This design comes from an exercise in tuning for small area, a short achievable clock period and few clock cycles per item on the open sky130 flow, not from production work.
The RTL was checked by simulation tests, not by an equivalence proof against the original design.
No activity file was given, so power comes from the tool's default toggle rates.

== P ==
Design bcu, start of the top module:
module bcu (
    input  wire         clk,
    input  wire         rst,             
    input  wire         cmd_valid,
    output wire         cmd_ready,
    input  wire [127:0] cmd,
    output wire         rsp_valid,
    input  wire         rsp_ready,
    output wire [127:0] rsp
);
    localparam CAP = 32;
    localparam F_INVALID_ID = 4'd1, F_VALUE_RANGE = 4'd2, F_TRUNCATED = 4'd3, F_RESERVED_SIZE = 4'd4,
               F_WIDTH_RANGE = 4'd5, F_OVERFLOW = 4'd6, F_ILLEGAL = 4'd7, F_ADDR_RANGE = 4'd8;
    reg [255:0] mem;                     
    reg [5:0]   len;                     
    reg [31:0]  pos;                     
    reg [7:0]   ent_id;
    reg [2:0]   ent_size;
    reg [31:0]  ent_value;
    reg         ent_valid;               
    reg         rv;
    reg [3:0]   r_status;
    reg         r_ent;                   
    reg [2:0]   r_size;                  
    reg         r_tl;                    
    reg         r_pos;                   
    reg [1:0]   r_k;
    reg         r_xoff;                  
    reg [55:0]  r_x;                     
    function [5:0] width_of;
        input [2:0] c;
        case (c)
            3'd0: width_of = 6'd0;
            3'd1: width_of = 6'd1;
            3'd2: width_of = 6'd2;
            3'd3: width_of = 6'd4;
            3'd4: width_of = 6'd8;
            3'd5: width_of = 6'd16;
            default: width_of = 6'd32;
        endcase
    endfunction
    function [2:0] classify;
        input [31:0] v;
        if (v == 32'd0)              classify = 3'd0;
        else if (v[31:1] == 31'd0)   classify = 3'd1;
        else if (v[31:2] == 30'd0)   classify = 3'd2;
        else if (v[31:4] == 28'd0)   classify = 3'd3;
        else if (v[31:8] == 24'd0)   classify = 3'd4;
        else if (v[31:16] == 16'd0)  classify = 3'd5;
        else                         classify = 3'd6;
    endfunction
    function rd_ok;
        input       hi;
        input [7:0] lo;
        input [5:0] l;
        rd_ok = !hi && ({1'b0, lo[7:3]} + 6'd8 <= l);
    endfunction
    function [6:0] grown;
        input [7:0] lo;
        input [5:0] l;
        reg   [5:0] need;
        reg   [5:0] gap;
        begin
            need = {1'b0, lo[7:3]} + 6'd8;
            gap  = need - l;
            if (need <= l) grown = {1'b0, l};
            else           grown = {1'b0, l} + {1'b0, (gap + 6'd7) & 6'b111000};
        end
  ...
Size in the first run: about 4400 cells after synthesis, roughly 410 flip-flops, about 260 I/O pins, ~34000 um2 of cells after synthesis.
==> flow/config.mk <==
export PLATFORM = sky130hd
export DESIGN_NAME = bcu
export DESIGN_NICKNAME = bcu
export VERILOG_FILES = /design/flow/design.v
export SDC_FILE = /design/flow/constraint.sdc
export NUM_CORES = 8
export LEC_CHECK = 0
export ABC_AREA = 1
export CAP_MARGIN = 30
export CORE_MARGIN = 2
export CORE_UTILIZATION = 40
export SETUP_SLACK_MARGIN = 5
export SLEW_MARGIN = 20
export TNS_END_PERCENT = 0
==> flow/constraint.sdc <==
create_clock -name core_clock -period 12.0 [get_ports {clk}]
set_input_delay 2.4000 -clock core_clock [delete_from_list [all_inputs] [get_ports {clk}]]
set_output_delay 2.4000 -clock core_clock [all_outputs]
set_load 0.01 [all_outputs]
standard.sh (not shown) runs the stock make flow with config.mk's settings and CLKGATE_MAP_FILE= SYNTH_SCRIPT=/design/flow/synth_recipe.tcl, a recipe that flattens the netlist after the stock synthesis.
==> flow/flow/run.sh <==
#!/bin/bash
# Layout flow: the standard flow (standard.sh), except that
#  - synthesis maps the logic with the ABC script in flow/abc_area.script
#    (an area-oriented mapping) instead of ORFS's; the registers and every
#    other synthesis step are the standard synthesis's;
#  - the port buffers are sky130_fd_sc_hd__buf_1 (ORFS picks a delay cell).
# Each step's full output goes to a log file in this folder (and ORFS's own
# logs under orfs/logs).
set -euo pipefail
here=$(pwd)
rm -rf "$here/cs_scripts"
cp -r "$FLOW_HOME/scripts" "$here/cs_scripts"
cp "$here/flow/abc_area.script" "$here/cs_scripts/abc_area.script"
bash standard.sh SCRIPTS_DIR="$here/cs_scripts" ABC_AREA=1 synth > "$here/synth.log" 2>&1
bash standard.sh "BUFFER_PORTS_ARGS=-buffer_cell sky130_fd_sc_hd__buf_1" finish > "$here/layout.log" 2>&1
==> flow/flow/abc_area.script <==
strash
&get -n
&fraig -x
&put
scorr
dc2
strash
&get -n
&synch2
&nf -R 1000
&put
buffer -c
topo
stime -c
upsize -c
dnsize -c
Testbench counts of P, summed over its fixed seeds: cycles 8,054, commands 8,046.
Changes in Q relative to P:
diff --git a/flow/design.v b/flow/design.v
--- a/flow/design.v
+++ b/flow/design.v
@@ -115,35 +115,28 @@
                  (op_bget && a_z && d_z));
     wire s_l  =  c_op[3] &  c_op[1];
     wire s_b  =  c_op[3] & ~c_op[1];
     wire s_p  = ~c_op[3] &  c_op[2] & (c_op[1] | c_op[0]);
     wire s_o  = ~c_op[3] & ~(c_op[2] & (c_op[1] | c_op[0]));
     wire s_rd =  c_op[0] & ~(c_op[3] & c_op[1]);             
     wire s_enc = ~c_op[3] & c_op[1];                          
     function [3:0] rowoh;
         input [4:0] b;
         input [2:0] j;
-        reg   [3:0] h;                   
-        reg         c;                   
+        reg   [7:0] oh;
+        reg         c;
+        reg   [1:0] r;
         begin
-            h = 4'd1 << b[4:3];
-            case (j)
-                3'd0: c = |b[2:0];
-                3'd1: c = b[2] | b[1];
-                3'd2: c = b[2] | (b[1] & b[0]);
-                3'd3: c = b[2];
-                3'd4: c = b[2] & (b[1] | b[0]);
-                3'd5: c = b[2] & b[1];
-                3'd6: c = &b[2:0];
-                default: c = 1'b0;
-            endcase
-            rowoh = c ? {h[2:0], h[3]} : h;
+            oh = 8'd1 << b[2:0];
+            c  = ~|(oh & ((8'd2 << j) - 8'd1));      
+            r  = {b[4] ^ (b[3] & c), b[3] ^ c};
+            rowoh = {r == 2'd3, r == 2'd2, r == 2'd1, r == 2'd0};
         end
     endfunction
     genvar gj;
     wire [4:0] wb_p = pos[7:3];
     wire [4:0] wb_o = c_off[7:3];
     wire [4:0] wb_b = c_off[4:0];
     wire [4:0] wb_l = len[4:0];
     wire [5:0] amt  = ({6{s_p}} & pos[5:0]) | ({6{s_o}} & c_off[5:0]) |
                       ({6{s_b}} & {c_off[2:0], 3'b000}) | ({6{s_l}} & {len[2:0], 3'b000});
     wire [3:0]  roh [0:7];
Results
On sequential power, Q and P are basically level.
P reports its most common cell after layout, fill and taps aside as sky130_fd_sc_hd__nor2_1 while Q reports sky130_fd_sc_hd__nand2_1.
Summary of Q over P: worst-path maximum fanout shows an increase of 7; via count of the first global-routing pass saw an increase; clock slew at the register clock pins of the worst setup and hold paths held steady; via count went up by 0.49%; portion of the clock cycle consumed by the worst path in the final layout fell by 2.0 points.
Comparing headroom to the max-slew limit for Q and P, the bigger number came from Q.
Diff P -> Q | combinational power | up by a little under 10%
NOTE net load switching power P->Q increased by a few percent
Testbench counts of Q, summed over its fixed seeds: cycles 8,054, commands 8,046.

## re-timing with driven ports
The results above use ideal ports. As a check the final layouts listed here were re-extracted and re-timed, cells and wires unchanged. Step 1 assumes that a clkbuf_16 drives the clock port and a buf_2 every other input. Step 2 also shifts input and output timing later by t, the mid clock arrival at the registers, as if the neighbouring blocks saw the same clock. Three values: no drivers, after step 1, after step 2; two values: the first two.
| run | t, ns | slack for setup (ns) | worst slew at a driven data input, ns |
|---|---|---|---|
| P | 0.674 | 4.342 / 4.365 / 3.691 | 0.11 |
| Q | 0.664 | 4.577 / 4.623 / 3.959 | 0.10 |
After both steps setup and hold are still met in every run listed. The setup slack of P, which loses most, moves by +0.023 ns with the drivers and by -0.651 ns with both steps.
